Background: an optimization exercise with open tools, aiming at small area, a short achievable clock period and few clock cycles. Do not read the settings as production practice.
At most, simulation tests tie the RTL to the original design; equivalence was not proved.
No driver is modelled on the clock port, so clock power and skew are understated where the tree is cut down; a real chip needs a root buffer or a tree.
Power is estimated from default activity; no workload was simulated.

## rev 12
==> module zre_rot, before the edit <==
module zre_rot (
    input  wire       clk,
    input  wire       rst,
    input  wire       start,
    input  wire [1:0] mode,
    input  wire [4:0] width,      
    input  wire [4:0] height,     
    input  wire       pix_valid,
    input  wire       pix,
    output reg        out_valid,
    output reg  [7:0] out_byte,
    output reg        out_last
);
    reg [1:0]  cfg_mode;
    reg [3:0]  wm1, hm1;           
    reg        busy;               
    reg        in_act;             
    reg [3:0]  ic;                 
    reg [3:0]  oc;                 
    reg        m0_pend;            
    reg        k;                  
    reg [15:0] col [0:15];
    reg        pv, px;
    reg        fresh;
    always @(posedge clk) begin
        pv    <= pix_valid;
        px    <= pix;
        fresh <= start & ~busy;
    end
    wire m_none = (cfg_mode == 2'd0);
    wire m_cw   = (cfg_mode == 2'd1);
    wire m_180  = (cfg_mode == 2'd3);
    wire transp = cfg_mode[0] ^ cfg_mode[1];
    wire in_done = busy & ~in_act;
    wire [3:0] owm1 = transp ? hm1 : wm1;         
    wire [3:0] ohm1 = transp ? wm1 : hm1;         
    wire       s2   = owm1[3];                    
    wire [3:0] icz = ic ^ {4{m_180}};
    wire [3:0] ic_step = ic ^ {&icz[2:0], &icz[1:0], icz[0], 1'b1};
    wire [3:0] ocz = oc ^ {4{m_cw}};
    wire [3:0] oc_step = oc ^ {&ocz[2:0], &ocz[1:0], ocz[0], 1'b1};
    wire [3:0] w_m1 = width[3:0] ^ {~|width[2:0], ~|width[1:0], ~width[0], 1'b1};
    wire [3:0] h_m1 = height[3:0] ^ {~|height[2:0], ~|height[1:0], ~height[0], 1'b1};
    wire we      = pv & in_act;
    wire row_end = m_180 ? (ic == 4'd0) : (ic == wm1);
    wire last_y  = m_cw ? (oc == 4'd0) : (oc == hm1);
    wire [3:0] wc = transp ? oc : ic;
    integer i;
    always @(posedge clk) begin
        for (i = 0; i < 16; i = i + 1)
            if (we && wc == i[3:0])
                col[i] <= {col[i][14:0], px};
    end
    wire ready    = m_none ? m0_pend : in_done;
    wire emit     = busy & ready;
    wire [3:0] p  = oc & {4{~m_none}};            
    wire row_last = m_cw ? (oc == 4'd0) : (oc == ohm1);
    wire k_end    = (k == s2);
    wire last_b   = m_none ? in_done : (k_end & row_last);
    reg [7:0] rd;
    integer b;
    always @(*) begin
        for (b = 0; b < 8; b = b + 1) begin
            rd[7 - b] = k ? col[8 + b][p] : col[b][p];
            if (!((~k & owm1[3]) | (b[2:0] <= owm1[2:0])))
                rd[7 - b] = 1'b0;
        end
    end
    always @(posedge clk) begin
        if (rst) begin
            busy      <= 1'b0;
            in_act    <= 1'b0;
            m0_pend   <= 1'b0;
            out_valid <= 1'b0;
        end else begin
            out_valid <= emit;
            m0_pend   <= we & m_none & ((ic[2:0] == 3'd7) | row_end);
            if (!busy) begin
                busy   <= start;
                in_act <= start;
            end else begin
                if (we && row_end && last_y) in_act <= 1'b0;
                if (emit && last_b) busy <= 1'b0;
            end
        end
    end
    always @(posedge clk) begin
        out_byte <= rd;
        out_last <= last_b;
        if (!busy) begin
            cfg_mode <= mode;
            wm1      <= w_m1;
            hm1      <= h_m1;
            k        <= 1'b0;
        end else if (fresh) begin
            ic       <= m_180 ? wm1 : 4'd0;
            oc       <= m_cw ? hm1 : 4'd0;
        end else begin
            if (we) begin
                ic <= row_end ? (m_180 ? wm1 : 4'd0) : ic_step;
                if (row_end)
                    oc <= last_y ? (m_cw ? wm1 : 4'd0) : oc_step;
                if (m_none) k <= ic[3];
            end
            if (emit && !m_none) begin
                k <= ~k & s2;
                if (k_end)
                    oc <= oc_step;
            end
        end
    end
endmodule
Settings: LEC_CHECK=0, CAP_MARGIN=5, CORE_MARGIN=2, CORE_UTILIZATION=65, PLACE_DENSITY=0.75, SLEW_MARGIN=5, SYNTH_MEMORY_MAX_BITS=4096, BUFFER_PORTS_ARGS=-buffer_cell sky130_fd_sc_hd__buf_2, PRE_CTS_TCL=/design/flow/flow/manual_cts.tcl, SETUP_SLACK_MARGIN=7.15; clock period 10.0 ns.
standard.sh (not shown) runs the stock make flow with config.mk's settings and CLKGATE_MAP_FILE= SYNTH_SCRIPT=/design/flow/synth_recipe.tcl, a recipe that flattens the netlist after the stock synthesis.
==> flow/flow/run.sh <==
#!/bin/bash
# The standard ORFS layout (standard.sh: standard synthesis, floorplan,
# placement, CTS, routing) with a few settings of its steps changed:
#  - port buffers are plain buffers (buf_2) instead of the delay cells that
#    buffer_ports picks by itself,
#  - the clock tree is a balanced two-level tree of clkbuf_16 built by
#    flow/manual_cts.tcl (PRE_CTS_TCL) instead of TritonCTS,
#  - repair_timing aims at 7.15 ns of setup slack on the design's 10 ns clock
#    (the SDC is the standard flow's, unchanged).
# make's full output goes to standard.log; ORFS keeps each step's log under
# orfs/logs/.
set -euo pipefail
cat >> config.mk <<EOC
export BUFFER_PORTS_ARGS = -buffer_cell sky130_fd_sc_hd__buf_2
export PRE_CTS_TCL = $PWD/flow/manual_cts.tcl
export SETUP_SLACK_MARGIN = 7.15
EOC
bash standard.sh > standard.log 2>&1
Other scripts of this flow, unchanged in this note and not shown: flow/flow/manual_cts.tcl
diff inputs: rev 12 => rev 13
--- a/flow/design.v
+++ b/flow/design.v
@@ -17,10 +17,12 @@
     reg        in_act;             
     reg [3:0]  ic;                 
     reg [3:0]  oc;                 
     reg        m0_pend;            
     reg        k;                  
+    reg [3:0]  p;                  
+    reg        s2;                 
     reg [15:0] col [0:15];
     reg        pv, px;
     reg        fresh;
     always @(posedge clk) begin
         pv    <= pix_valid;
@@ -32,15 +34,16 @@
     wire m_180  = (cfg_mode == 2'd3);
     wire transp = cfg_mode[0] ^ cfg_mode[1];
     wire in_done = busy & ~in_act;
     wire [3:0] owm1 = transp ? hm1 : wm1;         
     wire [3:0] ohm1 = transp ? wm1 : hm1;         
-    wire       s2   = owm1[3];                    
     wire [3:0] icz = ic ^ {4{m_180}};
     wire [3:0] ic_step = ic ^ {&icz[2:0], &icz[1:0], icz[0], 1'b1};
     wire [3:0] ocz = oc ^ {4{m_cw}};
     wire [3:0] oc_step = oc ^ {&ocz[2:0], &ocz[1:0], ocz[0], 1'b1};
+    wire [3:0] pz = p ^ {4{m_cw}};
+    wire [3:0] p_step = p ^ {&pz[2:0], &pz[1:0], pz[0], 1'b1};
     wire [3:0] w_m1 = width[3:0] ^ {~|width[2:0], ~|width[1:0], ~width[0], 1'b1};
     wire [3:0] h_m1 = height[3:0] ^ {~|height[2:0], ~|height[1:0], ~height[0], 1'b1};
     wire we      = pv & in_act;
     wire row_end = m_180 ? (ic == 4'd0) : (ic == wm1);
     wire last_y  = m_cw ? (oc == 4'd0) : (oc == hm1);
@@ -51,12 +54,11 @@
             if (we && wc == i[3:0])
                 col[i] <= {col[i][14:0], px};
     end
     wire ready    = m_none ? m0_pend : in_done;
     wire emit     = busy & ready;
-    wire [3:0] p  = oc & {4{~m_none}};            
-    wire row_last = m_cw ? (oc == 4'd0) : (oc == ohm1);
+    wire row_last = m_cw ? (p == 4'd0) : (p == ohm1);
     wire k_end    = (k == s2);
     wire last_b   = m_none ? in_done : (k_end & row_last);
     reg [7:0] rd;
     integer b;
     always @(*) begin
@@ -93,20 +95,22 @@
             hm1      <= h_m1;
             k        <= 1'b0;
         end else if (fresh) begin
             ic       <= m_180 ? wm1 : 4'd0;
             oc       <= m_cw ? hm1 : 4'd0;
+            p        <= m_cw ? wm1 : 4'd0;
+            s2       <= transp ? hm1[3] : wm1[3];
         end else begin
             if (we) begin
                 ic <= row_end ? (m_180 ? wm1 : 4'd0) : ic_step;
                 if (row_end)
-                    oc <= last_y ? (m_cw ? wm1 : 4'd0) : oc_step;
+                    oc <= oc_step;
                 if (m_none) k <= ic[3];
             end
             if (emit && !m_none) begin
                 k <= ~k & s2;
                 if (k_end)
-                    oc <= oc_step;
+                    p <= p_step;
             end
         end
     end
 endmodule
Rev 13 completed end to end with timing, DRC and antenna clean. Rev 13 can be clocked faster than rev 12. Of rev 12 and rev 13, rev 12 shows the higher proportion of power drawn by combinational gates, with rev 13 below it. The power in rev 13 was lower than what rev 12 gave. Of rev 13 and rev 12, it is rev 13 that has the higher first-pass GRT wire length. Comparing rev 13 with rev 12, the worst hold slack came out essentially unchanged. Routed wirelength normalized by instance count: rev 12 vs rev 13 — no meaningful difference. Fraction of registers with async set/reset came out exactly the same in rev 12 and rev 13. Changes observed in rev 13 relative to rev 12: simple-gate share of the synthesized area fell by 0.64 points; cell area after layout higher; post-synthesis instance area moved up; slew at the pin with the worst max-slew slack increased 0.016 ns; mean area per synthesized cell dropped 2.3%. The worst setup slack in rev 13 sits 0.014 ns above the value recorded for rev 12. Flip-flop and latch count for rev 13 is higher than for rev 12.
No run of this note included a check of the RTL's function; only the layout flow was run. In every run of this note, the design's own scripts or RTL, not TritonCTS, make the clock network.

========
Another version of the RTL of zre_rot (not shown whole).
Size: about 680 cells after synthesis, ~12000 µm² of cells after synthesis.
==> module zre_rot, before the edit <==
module zre_rot (
    input  wire       clk,
    input  wire       rst,
    input  wire       start,
    input  wire [1:0] mode,
    input  wire [4:0] width,      
    input  wire [4:0] height,     
    input  wire       pix_valid,
    input  wire       pix,
    output reg        out_valid,
    output reg  [7:0] out_byte,
    output reg        out_last
);
    reg [1:0]  cfg_mode;
    reg [3:0]  wm1, hm1;           
    reg        busy;               
    reg        in_act;             
    reg [3:0]  ic;                 
    reg [3:0]  oc;                 
    reg        m0_pend;            
    reg        k;                  
    reg        s2;                 
    reg [15:0] col [0:15];
    reg        pv, px;
    reg        fresh;
    always @(posedge clk) begin
        pv    <= pix_valid;
        px    <= pix;
        fresh <= start & ~busy;
    end
    wire m_none = (cfg_mode == 2'd0);
    wire m_cw   = (cfg_mode == 2'd1);
    wire m_180  = (cfg_mode == 2'd3);
    wire transp = cfg_mode[0] ^ cfg_mode[1];
    wire in_done = busy & ~in_act;
    wire [3:0] owm1 = transp ? hm1 : wm1;         
    wire [3:0] ohm1 = transp ? wm1 : hm1;         
    wire [3:0] icz = ic ^ {4{m_180}};
    wire [3:0] ic_step = ic ^ {&icz[2:0], &icz[1:0], icz[0], 1'b1};
    wire [3:0] ocz = oc ^ {4{m_cw}};
    wire [3:0] oc_step = oc ^ {&ocz[2:0], &ocz[1:0], ocz[0], 1'b1};
    wire [3:0] w_m1 = width[3:0] ^ {~|width[2:0], ~|width[1:0], ~width[0], 1'b1};
    wire [3:0] h_m1 = height[3:0] ^ {~|height[2:0], ~|height[1:0], ~height[0], 1'b1};
    wire we      = pv & in_act;
    wire row_end = m_180 ? (ic == 4'd0) : (ic == wm1);
    wire last_y  = m_cw ? (oc == 4'd0) : (oc == hm1);
    wire [3:0] wc = transp ? oc : ic;
    integer i;
    always @(posedge clk) begin
        for (i = 0; i < 16; i = i + 1)
            if (we && wc == i[3:0])
                col[i] <= {col[i][14:0], px};
    end
    wire ready    = m_none ? m0_pend : in_done;
    wire emit     = busy & ready;
    wire [3:0] p  = oc & {4{~m_none}};            
    wire row_last = m_cw ? (oc == 4'd0) : (oc == ohm1);
    wire k_end    = (k == s2);
    wire last_b   = m_none ? in_done : (k_end & row_last);
    reg [7:0] rd;
    integer b;
    always @(*) begin
        for (b = 0; b < 8; b = b + 1) begin
            rd[7 - b] = k ? col[8 + b][p] : col[b][p];
            if (!((~k & owm1[3]) | (b[2:0] <= owm1[2:0])))
                rd[7 - b] = 1'b0;
        end
    end
    always @(posedge clk) begin
        if (rst) begin
            busy      <= 1'b0;
            in_act    <= 1'b0;
            m0_pend   <= 1'b0;
            out_valid <= 1'b0;
        end else begin
            out_valid <= emit;
            m0_pend   <= we & m_none & ((ic[2:0] == 3'd7) | row_end);
            if (!busy) begin
                busy   <= start;
                in_act <= start;
            end else begin
                if (we && row_end && last_y) in_act <= 1'b0;
                if (emit && last_b) busy <= 1'b0;
            end
        end
    end
    always @(posedge clk) begin
        out_byte <= rd;
        out_last <= last_b;
        if (!busy) begin
            cfg_mode <= mode;
            wm1      <= w_m1;
            hm1      <= h_m1;
            k        <= 1'b0;
        end else if (fresh) begin
            ic       <= m_180 ? wm1 : 4'd0;
            oc       <= m_cw ? hm1 : 4'd0;
            s2       <= transp ? hm1[3] : wm1[3];
        end else begin
            if (we) begin
                ic <= row_end ? (m_180 ? wm1 : 4'd0) : ic_step;
                if (row_end)
                    oc <= last_y ? (m_cw ? wm1 : 4'd0) : oc_step;
                if (m_none) k <= ic[3];
            end
            if (emit && !m_none) begin
                k <= ~k & s2;
                if (k_end)
                    oc <= oc_step;
            end
        end
    end
endmodule
clock: 10.0 ns
lec_check: 0
cap_margin: 5
core_margin: 2
core_utilization: 65
place_density: 0.75
slew_margin: 5
synth_memory_max_bits: 4096
buffer_ports_args: -buffer_cell sky130_fd_sc_hd__buf_2
pre_cts_tcl: /design/flow/flow/manual_cts.tcl
setup_slack_margin: 7.1
==> flow/flow/run.sh <==
#!/bin/bash
# The standard ORFS layout (standard.sh: standard synthesis, floorplan,
# placement, CTS, routing) with a few settings of its steps changed:
#  - port buffers are plain buffers (buf_2) instead of the delay cells that
#    buffer_ports picks by itself,
#  - the clock tree is a balanced two-level tree of clkbuf_16 built by
#    flow/manual_cts.tcl (PRE_CTS_TCL) instead of TritonCTS,
#  - repair_timing aims at 7.1 ns of setup slack on the design's 10 ns clock
#    (the SDC is the standard flow's, unchanged).
# make's full output goes to standard.log; ORFS keeps each step's log under
# orfs/logs/.
set -euo pipefail
cat >> config.mk <<EOC
export BUFFER_PORTS_ARGS = -buffer_cell sky130_fd_sc_hd__buf_2
export PRE_CTS_TCL = $PWD/flow/manual_cts.tcl
export SETUP_SLACK_MARGIN = 7.1
EOC
bash standard.sh > standard.log 2>&1
Other scripts of this flow, unchanged in this note and not shown: flow/flow/manual_cts.tcl
Testbench counts at the start, summed over its fixed seeds: cycles 94,156.
Rerun with:
--- a/flow/design.v
+++ b/flow/design.v
@@ -18,9 +18,10 @@
     reg [3:0]  ic;                 
     reg [3:0]  oc;                 
     reg        m0_pend;            
     reg        k;                  
-    reg        s2;                 
+    reg [3:0]  p;                  
+    reg [4:0]  q;                  
     reg [15:0] col [0:15];
     reg        pv, px;
     reg        fresh;
     always @(posedge clk) begin
@@ -34,12 +35,17 @@
     wire transp = cfg_mode[0] ^ cfg_mode[1];
     wire in_done = busy & ~in_act;
     wire [3:0] owm1 = transp ? hm1 : wm1;         
     wire [3:0] ohm1 = transp ? wm1 : hm1;         
+    reg        s2;                                 
     wire [3:0] icz = ic ^ {4{m_180}};
     wire [3:0] ic_step = ic ^ {&icz[2:0], &icz[1:0], icz[0], 1'b1};
     wire [3:0] ocz = oc ^ {4{m_cw}};
     wire [3:0] oc_step = oc ^ {&ocz[2:0], &ocz[1:0], ocz[0], 1'b1};
+    wire [3:0] pz = p ^ {4{m_cw}};
+    wire [3:0] p_step = p ^ {&pz[2:0], &pz[1:0], pz[0], 1'b1};
+    wire [4:0] q_inc = q ^ {&q[3:0], &q[2:0], &q[1:0], q[0], 1'b1};
+    wire [4:0] q_dec = q ^ {~|q[3:0], ~|q[2:0], ~|q[1:0], ~q[0], 1'b1};
     wire [3:0] w_m1 = width[3:0] ^ {~|width[2:0], ~|width[1:0], ~width[0], 1'b1};
     wire [3:0] h_m1 = height[3:0] ^ {~|height[2:0], ~|height[1:0], ~height[0], 1'b1};
     wire we      = pv & in_act;
     wire row_end = m_180 ? (ic == 4'd0) : (ic == wm1);
@@ -50,23 +56,30 @@
         for (i = 0; i < 16; i = i + 1)
             if (we && wc == i[3:0])
                 col[i] <= {col[i][14:0], px};
     end
-    wire ready    = m_none ? m0_pend : in_done;
+    wire ready    = m_none ? m0_pend : (m_cw ? ~q[4] : in_done);
     wire emit     = busy & ready;
-    wire [3:0] p  = oc & {4{~m_none}};            
-    wire row_last = m_cw ? (oc == 4'd0) : (oc == ohm1);
+    wire row_last = m_cw ? (p == 4'd0) : (p == ohm1);
     wire k_end    = (k == s2);
+    wire row_adv  = emit & ~m_none & k_end;
     wire last_b   = m_none ? in_done : (k_end & row_last);
     reg [7:0] rd;
     integer b;
     always @(*) begin
         for (b = 0; b < 8; b = b + 1) begin
-            rd[7 - b] = k ? col[8 + b][p] : col[b][p];
+            if (k)
+                rd[7 - b] = col[8 + b][p];
+            else if (b == 0)
+                rd[7 - b] = col[0][m_cw ? q[3:0] : p];
+            else
+                rd[7 - b] = col[b][p];
             if (!((~k & owm1[3]) | (b[2:0] <= owm1[2:0])))
                 rd[7 - b] = 1'b0;
         end
     end
+    wire q_up = we & (oc == 4'd0);                 
+    wire q_dn = busy & ~q[4] & k_end;              
     always @(posedge clk) begin
         if (rst) begin
             busy      <= 1'b0;
             in_act    <= 1'b0;
@@ -91,23 +104,29 @@
             cfg_mode <= mode;
             wm1      <= w_m1;
             hm1      <= h_m1;
             k        <= 1'b0;
+            q        <= 5'h1f;
         end else if (fresh) begin
             ic       <= m_180 ? wm1 : 4'd0;
             oc       <= m_cw ? hm1 : 4'd0;
+            p        <= m_cw ? wm1 : 4'd0;
             s2       <= transp ? hm1[3] : wm1[3];
         end else begin
             if (we) begin
                 ic <= row_end ? (m_180 ? wm1 : 4'd0) : ic_step;
                 if (row_end)
-                    oc <= last_y ? (m_cw ? wm1 : 4'd0) : oc_step;
+                    oc <= oc_step;
                 if (m_none) k <= ic[3];
             end
             if (emit && !m_none) begin
                 k <= ~k & s2;
                 if (k_end)
-                    oc <= oc_step;
+                    p <= p_step;
             end
+            if (q_up && !q_dn)
+                q <= q_inc;
+            else if (q_dn && !q_up)
+                q <= q_dec;
         end
     end
 endmodule
=> The changed run ran to the end with no violations; clock skew stays flat; sequential share of layout area hardly moves; final cell count goes up by 4.4%; global-route usage goes down by 0.26 points; synthesized cell count goes up by about 4.6%; first-iteration DRC count goes up by 46%; power goes down by about 1.1%; setup slack is worse by 0.019 ns; die area goes up by 2.9%; maximum frequency goes down by about 0.7%; hold slack is about the same.
Testbench counts after the change, summed over its fixed seeds: cycles 92,706.
In every run of this note, the design's own scripts or RTL, not TritonCTS, make the clock network.

[port drivers added, routing unchanged]
The results above use ideal ports. As a check the final layouts listed here were re-extracted and re-timed, cells and wires unchanged.
Step 1 assumes that a clkbuf_16 drives the clock port and a buf_2 every other input.
Step 2 moves the port delays by t, midway between the first and last clock arrival at a register: inputs arrive t later, outputs are due t later. That takes back most of the time a late clock gives input paths.
Slacks: ideal / step 1 / step 2; pairs: ideal / step 1.
run	t, ns	setup slack, ns	hold slack, ns	worst register clock-pin slew, ns
rev 12	0.390	7.215 / 7.123 / 7.172	0.442 / 0.442 / 0.442	0.10 / 0.10
rev 13	0.398	7.229 / 7.130 / 7.155	0.445 / 0.445 / 0.445	0.09 / 0.09
the first run of note 2	0.394	7.239 / 7.146 / 7.089	0.442 / 0.442 / 0.442	0.10 / 0.10
the second run of note 2	0.396	7.220 / 7.120 / 7.102	0.443 / 0.443 / 0.443	0.10 / 0.10
After both steps every run listed still meets setup and hold. The setup slack of the first run of note 2, which loses most, moves by -0.093 ns with the drivers and by -0.150 ns with both steps.
